Source: an optimization exercise on an open RTL-to-GDS flow (aim: small area, a short achievable clock period and few clock cycles per item). Production flows keep margins and buffers that such runs may drop.
RTL that was checked went through simulation tests only; none was proved equivalent to the original.

## the previous run
==> flow/design.v (excerpt) <==
module spn_core (
  input  wire         clk,
  input  wire         rst,
  input  wire         start,
  input  wire [1:0]   op,
  input  wire [1:0]   klen,
  input  wire [255:0] key,
  input  wire [127:0] din,
  output reg          busy,
  output reg          done,
  output reg          err,
  output wire [127:0] dout
);
Settings: LEC_CHECK=0, ABC_AREA=1, CAP_MARGIN=20, CELL_PAD_IN_SITES_DETAIL_PLACEMENT=1, CELL_PAD_IN_SITES_GLOBAL_PLACEMENT=2, CORE_MARGIN=2, CORE_UTILIZATION=30, SLEW_MARGIN=20; clock period 13.0 ns.
standard.sh (not shown) runs the stock make flow with config.mk's settings and CLKGATE_MAP_FILE= SYNTH_SCRIPT=/design/flow/synth_recipe.tcl, a recipe that flattens the netlist after the stock synthesis.
==> flow/flow/run.sh <==
#!/bin/bash
# Layout: the standard synthesis unchanged, then ORFS's standard layout steps
# with a larger setup margin for repair_timing (same SDC, same clock period) and
# plain buffers (buf_2) as the port buffers. Each tool run's full output goes to
# a log file in this folder.
set -uo pipefail
bash standard.sh synth > synth.log 2>&1 || exit 1
bash standard.sh SETUP_SLACK_MARGIN=8 "BUFFER_PORTS_ARGS=-buffer_cell sky130_fd_sc_hd__buf_2" finish > layout.log 2>&1 || exit 1
Testbench counts of the previous run, summed over its fixed seeds: cycles 6,694, blocks 512.
diff inputs: the previous run => the current run
--- a/flow/design.v
+++ b/flow/design.v
@@ -747,56 +747,63 @@
   localparam M_KS3  = 3'd3;    
   localparam M_KS4  = 3'd4;    
   localparam M_WALK = 3'd5;    
   localparam M_ENC  = 3'd6;
   localparam M_DEC  = 3'd7;
   localparam [127:0] C63 = {16{8'h63}};
   reg  [2:0]   mode;
   reg          key_valid;
   reg          wend;         
   reg  [1:0]   nkc;          
   reg  [3:0]   pq;           
   reg          last;         
+  reg          sel_dec;      
   reg          save;         
   reg  [127:0] yr;           
   reg  [3:0]   oenc;
   reg  [255:0] win;
   reg  [255:0] rsv;
   wire [3:0] nr1 = 4'd11 + {1'b0, nkc, 1'b0};    
   wire accept = start && !busy;
   function [7:0] xt;
     input [7:0] a;
     begin
       xt = {a[6:0], 1'b0} ^ (a[7] ? 8'h1b : 8'h00);
     end
   endfunction
   function [31:0] mix_col;
     input [31:0] col;
     reg   [7:0]  a0, a1, a2, a3;
     begin
       a0 = col[31:24]; a1 = col[23:16]; a2 = col[15:8]; a3 = col[7:0];
       mix_col = {xt(a0 ^ a1) ^ (a1 ^ (a2 ^ a3)),
                  xt(a1 ^ a2) ^ (a2 ^ (a3 ^ a0)),
                  xt(a2 ^ a3) ^ (a3 ^ (a0 ^ a1)),
                  xt(a3 ^ a0) ^ (a0 ^ (a1 ^ a2))};
     end
   endfunction
-  function [31:0] inv_mix_col;
+  function [7:0] x4;
+    input [7:0] a;
+    begin
+      x4 = {a[5], a[4], a[3] ^ a[7], a[2] ^ a[6] ^ a[7], a[1] ^ a[6], a[0] ^ a[7], a[6] ^ a[7], a[6]};
+    end
+  endfunction
+  function [31:0] imc_post;
     input [31:0] col;
-    reg   [7:0]  a0, a1, a2, a3, u, v;
+    reg   [7:0]  b0, b1, b2, b3, u, v;
     begin
-      a0 = col[31:24]; a1 = col[23:16]; a2 = col[15:8]; a3 = col[7:0];
-      u = xt(xt(a0 ^ a2));
-      v = xt(xt(a1 ^ a3));
-      inv_mix_col = mix_col({a0 ^ u, a1 ^ v, a2 ^ u, a3 ^ v});
+      b0 = col[31:24]; b1 = col[23:16]; b2 = col[15:8]; b3 = col[7:0];
+      u = x4(b0 ^ b2);
+      v = x4(b1 ^ b3);
+      imc_post = {b0 ^ u, b1 ^ v, b2 ^ u, b3 ^ v};
     end
   endfunction
   function [127:0] shift_rows;
     input [127:0] s;
     integer r, c;
     begin
       for (r = 0; r < 4; r = r + 1)
         for (c = 0; c < 4; c = c + 1)
           shift_rows[127 - 8*(r + 4*c) -: 8] = s[127 - 8*(r + 4*((c + r) % 4)) -: 8];
     end
   endfunction
   function [127:0] shift_rows2;
@@ -918,30 +925,30 @@
   wire [31:0] q0 = c0 ^ (sub0 ? 32'd0 : w1);
   wire [31:0] q1 = c1 ^ c0;
   wire [31:0] q2 = c2 ^ (sub2 ? 32'd0 : c1);
   wire [31:0] q3 = c3 ^ c2;
   wire [127:0] kpq   = kfwd ? {p0, p1, p2, p3} : {q0, q1, q2, q3};
   wire [3:0]   kmask = kfwd ? {sub0, sub0, sub0 | sub2, sub0 | sub2} : {sub0, 1'b0, sub2, 1'b0};
   wire [127:0] nw    = kpq ^ ({{32{kmask[3]}}, {32{kmask[2]}}, {32{kmask[1]}}, {32{kmask[0]}}} &
                              {kt, kt, kt, kt});
   wire [255:0] win_fwd = {win[127:0], nw};
   wire [255:0] win_bwd = {nw, win[255:128]};
   wire [127:0] rk_e = win[127:0];
   wire [127:0] rk_d = win[255:128];
-  wire [127:0] e_mc  = {mix_col(yr[127:96]), mix_col(yr[95:64]),
-                        mix_col(yr[63:32]),  mix_col(yr[31:0])};
-  wire [127:0] e_next = e_mc ^ rk_e ^ C63;
-  wire [127:0] d_a   = yr ^ rk_d ^ C63;
-  wire [127:0] d_imc = {inv_mix_col(d_a[127:96]), inv_mix_col(d_a[95:64]),
-                        inv_mix_col(d_a[63:32]),  inv_mix_col(d_a[31:0])};
+  wire [127:0] mc_in = yr ^ ((rk_d ^ C63) & {128{sel_dec}});
+  wire [127:0] mc    = {mix_col(mc_in[127:96]), mix_col(mc_in[95:64]),
+                        mix_col(mc_in[63:32]),  mix_col(mc_in[31:0])};
+  wire [127:0] e_next = mc ^ rk_e ^ C63;
+  wire [127:0] d_imc = {imc_post(mc[127:96]), imc_post(mc[95:64]),
+                        imc_post(mc[63:32]),  imc_post(mc[31:0])};
   wire [127:0] d_next = shift_rows2(d_imc);
   wire [127:0] k_out;
   generate
     for (g = 0; g < 4; g = g + 1) begin : g_kout
       assign k_out[127 - 32*g -: 32] = oenc[g] ? (rk_e[127 - 32*g -: 32] ^ 32'h63636363)
                                                 : rk_d[127 - 32*g -: 32];
     end
   endgenerate
   assign dout = yr ^ k_out;
   wire [127:0] k_enc  = wend ? rsv[255:128] : win[255:128];
   wire [127:0] k_dec  = wend ? win[127:0] : rsv[127:0];
   wire [127:0] a_enc  = din ^ k_enc;
@@ -1036,24 +1043,25 @@
         default: win <= win_fwd;
       endcase
     end
   end
   always @(posedge clk) begin
     if (save)
       rsv <= win;
   end
   always @(posedge clk) begin
     pq   <= pq_n;
     nkc  <= nkc_n;
     last <= last_n;
+    sel_dec <= (mode_n == M_DEC);
     save <= (go_enc && !wend) || (go_dec && wend) || (mode == M_KS3);
     kfwd <= kfwd_n;
     {sub0, sub2, rot, krc, ksel} <= pat_n;
   end
   always @(posedge clk) begin
     if (rst) begin
       mode      <= M_IDLE;
       busy      <= 1'b0;
       done      <= 1'b0;
       err       <= 1'b0;
       key_valid <= 1'b0;
     end else begin
Looking at the current run and the previous run, the register clock-pin slew on the reported worst setup and hold paths is a wash.
Delta (the current run minus the previous run): sequential share of layout area went down by 0.60 points.
Relative to the previous run, area of the mapped netlist has gone down in the current run.
Diff the previous run -> the current run | fmax | decrease of 2.0%
Antenna diode count in the current run is about 7% above the previous run.
The previous run → the current run: total length of routed met2 wires down 4400 um; final weighted congestion in routability-driven placement flat; multi-input gate share of the layout cell area down 2.2 points.
The number of sequential cells in the layout was comparable across the current run and the previous run.
For the current run, only the layout was checked, not whether the RTL still works.

========
spn_core, a different RTL version from the one above (not shown whole).
Size: ~23,000 cells after synthesis, ~800 flip-flops, roughly 130,000 µm² of cells after synthesis.
// spn_core
module spn_core (
  input  wire         clk,
  input  wire         rst,
  input  wire         start,
  input  wire [1:0]   op,
  input  wire [1:0]   klen,
  input  wire [255:0] key,
  input  wire [127:0] din,
  output reg          busy,
  output reg          done,
  output reg          err,
  output wire [127:0] dout
);
==> flow/config.mk <==
export PLATFORM = sky130hd
export DESIGN_NAME = spn_core
export DESIGN_NICKNAME = spn_core
export VERILOG_FILES = /design/flow/design.v
export SDC_FILE = /design/flow/constraint.sdc
export NUM_CORES = 8
export LEC_CHECK = 0
export ABC_AREA = 1
export CAP_MARGIN = 20
export CELL_PAD_IN_SITES_DETAIL_PLACEMENT = 1
export CELL_PAD_IN_SITES_GLOBAL_PLACEMENT = 2
export CORE_MARGIN = 2
export CORE_UTILIZATION = 30
export SLEW_MARGIN = 20
==> flow/constraint.sdc <==
create_clock -name core_clock -period 13.0 [get_ports {clk}]
set_input_delay 2.6000 -clock core_clock [delete_from_list [all_inputs] [get_ports {clk}]]
set_output_delay 2.6000 -clock core_clock [all_outputs]
set_load 0.01 [all_outputs]
Scripts as last shown in full above: flow/flow/run.sh
Edit:
--- a/flow/design.v
+++ b/flow/design.v
@@ -746,23 +746,22 @@
   localparam M_KS2  = 3'd2;    
   localparam M_KS3  = 3'd3;    
   localparam M_KS4  = 3'd4;    
   localparam M_WALK = 3'd5;    
   localparam M_ENC  = 3'd6;
   localparam M_DEC  = 3'd7;
   localparam [127:0] C63 = {16{8'h63}};
   reg  [2:0]   mode;
   reg          key_valid;
   reg          wend;         
   reg  [1:0]   nkc;          
-  reg          nk4, nk6, nk8;    
   reg  [3:0]   pq;           
   reg          last;         
   reg          sel_dec;      
   reg          save;         
   reg  [127:0] yr;           
   reg  [127:0] kout;         
   reg  [255:0] win;
   reg  [255:0] rsv;
   wire [3:0] nr1 = 4'd11 + {1'b0, nkc, 1'b0};    
   wire accept = start && !busy;
   function [7:0] xt;
@@ -911,47 +910,39 @@
                      ({32{ksel[2]}} & (w2 ^ w3)) | ({32{ksel[3]}} & w3) |
                      ({32{ksel[4]}} & w1);
   wire [31:0] ksub_i;
   genvar g;
   generate
     for (g = 0; g < 4; g = g + 1) begin : g_ksbox
       spn_ginv u_inv (.x(ksin[31 - 8*g -: 8]), .y(ksub_i[31 - 8*g -: 8]));
     end
   endgenerate
   wire [31:0] ksub = ksub_i ^ 32'h63636363;
   wire [31:0] kt   = rot ? ({ksub[23:0], ksub[31:24]} ^ {krc, 24'h000000}) : ksub;
-  wire [31:0] x01 = w0 ^ w1, x23 = w2 ^ w3, x45 = w4 ^ w5, x67 = w6 ^ w7;
-  wire [31:0] x12 = w1 ^ w2, x34 = w3 ^ w4, x56 = w5 ^ w6;
-  function [31:0] pick;
-    input [31:0] v4, v6, v8;
-    begin
-      pick = ({32{nk4}} & v4) | ({32{nk6}} & v6) | ({32{nk8}} & v8);
-    end
-  endfunction
-  wire [31:0] b0  = pick(w4,  w2,  w0);
-  wire [31:0] b2  = pick(w6,  w4,  w2);
-  wire [31:0] b01 = pick(x45, x23, x01);
-  wire [31:0] b23 = pick(x67, x45, x23);
-  wire [31:0] c0  = pick(w0,  w2,  w4);
-  wire [31:0] c10 = pick(x01, x23, x45);
-  wire [31:0] c21 = pick(x12, x34, x56);
-  wire [31:0] c32 = pick(x23, x45, x67);
+  reg [31:0] b0, b1, b2, b3, c0, c1, c2, c3;
+  always @(*) begin
+    case (nkc)
+      2'd0:    begin {b0, b1, b2, b3} = {w4, w5, w6, w7}; {c0, c1, c2, c3} = {w0, w1, w2, w3}; end
+      2'd1:    begin {b0, b1, b2, b3} = {w2, w3, w4, w5}; {c0, c1, c2, c3} = {w2, w3, w4, w5}; end
+      default: begin {b0, b1, b2, b3} = {w0, w1, w2, w3}; {c0, c1, c2, c3} = {w4, w5, w6, w7}; end
+    endcase
+  end
   wire [31:0] fx = sub0 ? 32'd0 : w7;       
   wire [31:0] p0 = b0 ^ fx;
-  wire [31:0] p1 = b01 ^ fx;
-  wire [31:0] p2 = sub2 ? b2 : (b01 ^ (b2 ^ fx));
-  wire [31:0] p3 = sub2 ? b23 : (b01 ^ (b23 ^ fx));
-  wire [31:0] q0 = sub0 ? c0 : (w2 ^ w1);   
-  wire [31:0] q1 = c10;
-  wire [31:0] q2 = sub2 ? w4 : c21;         
-  wire [31:0] q3 = c32;
+  wire [31:0] p1 = p0 ^ b1;
+  wire [31:0] p2 = sub2 ? b2 : (p1 ^ b2);
+  wire [31:0] p3 = p2 ^ b3;
+  wire [31:0] q0 = c0 ^ (sub0 ? 32'd0 : w1);
+  wire [31:0] q1 = c1 ^ c0;
+  wire [31:0] q2 = c2 ^ (sub2 ? 32'd0 : c1);
+  wire [31:0] q3 = c3 ^ c2;
   wire [127:0] kpq   = kfwd ? {p0, p1, p2, p3} : {q0, q1, q2, q3};
   wire [3:0]   kmask = kfwd ? {sub0, sub0, sub0 | sub2, sub0 | sub2} : {sub0, 1'b0, sub2, 1'b0};
   wire [127:0] nw    = kpq ^ ({{32{kmask[3]}}, {32{kmask[2]}}, {32{kmask[1]}}, {32{kmask[0]}}} &
                              {kt, kt, kt, kt});
   wire [255:0] win_fwd = {win[127:0], nw};
   wire [255:0] win_bwd = {nw, win[255:128]};
   wire [127:0] rk_e = win[127:0];
   wire [127:0] rk_d = win[255:128];
   wire [127:0] mc_in = yr ^ ((rk_d ^ C63) & {128{sel_dec}});
   wire [127:0] mc    = {mix_col(mc_in[127:96]), mix_col(mc_in[95:64]),
                         mix_col(mc_in[63:32]),  mix_col(mc_in[31:0])};
@@ -1054,25 +1045,22 @@
         default: win <= win_fwd;
       endcase
     end
   end
   always @(posedge clk) begin
     if (save)
       rsv <= win;
   end
   always @(posedge clk) begin
     pq   <= pq_n;
     nkc  <= nkc_n;
-    nk4  <= (nkc_n == 2'd0);
-    nk6  <= (nkc_n == 2'd1);
-    nk8  <= nkc_n[1];
     last <= last_n;
     sel_dec <= (mode_n == M_DEC);
     save <= (go_enc && !wend) || (go_dec && wend) || (mode == M_KS3);
     kfwd <= kfwd_n;
     {sub0, sub2, rot, krc, ksel} <= pat_n;
   end
   always @(posedge clk) begin
     if (rst) begin
       mode      <= M_IDLE;
       busy      <= 1'b0;
       done      <= 1'b0;
Result: Utilization hardly moves. Die area stays flat. Setup slack is better by 0.073 ns. Cell area is about the same. Maximum frequency climbs by 1.4%. Wire length is lower by 3.9%. Synthesized cell count is lower by 1.1%. Non-clock buffer count went down by 79. Area after synthesis hardly moves. Worst hold slack is better by 0.016 ns. Sequential share of layout area hardly moves.
Testbench counts after the change, summed over its fixed seeds: cycles 6,694, blocks 512.
The RTL of the first run of this note was laid out without a check of its function.

## afterwards: timing with drivers on the ports
Ports are ideal in the flow. The routed layouts listed here were re-timed in OpenROAD.
Step 1 sets driving cells, clkbuf_16 on the clock port and buf_2 on the other inputs (assumed; they add their load-dependent delay and slew).
Step 2, shift: input delay + t, output delay - t, t = (earliest + latest rising clock arrival at the registers) / 2. This alone moves slack from input paths to output paths.
Slacks: ideal / step 1 / step 2; pairs: ideal / step 1.
| run | shift t [ns] | slack for setup (ns) | worst setup path after step 2 | clock arrival spread, ns | worst register clock-pin slew, ns |
|---|---|---|---|---|---|
| the previous run | 1.021 | 7.745 / 7.559 / 6.538 | input to register | 0.098 / 0.098 | 0.08 / 0.08 |
| the current run | 1.038 | 7.639 / 7.512 / 6.647 | input to register | 0.065 / 0.065 | 0.08 / 0.08 |
| the first run of note 2 | 1.069 | 7.836 / 7.604 / 6.535 | input to register | 0.123 / 0.124 | 0.08 / 0.08 |
| the second run of note 2 | 1.079 | 7.909 / 7.690 / 6.611 | input to register | 0.078 / 0.078 | 0.08 / 0.08 |
After both steps every run listed still meets setup and hold. The setup slack of the first run of note 2, which loses most, moves by -0.232 ns with the drivers and by -1.301 ns with both steps.
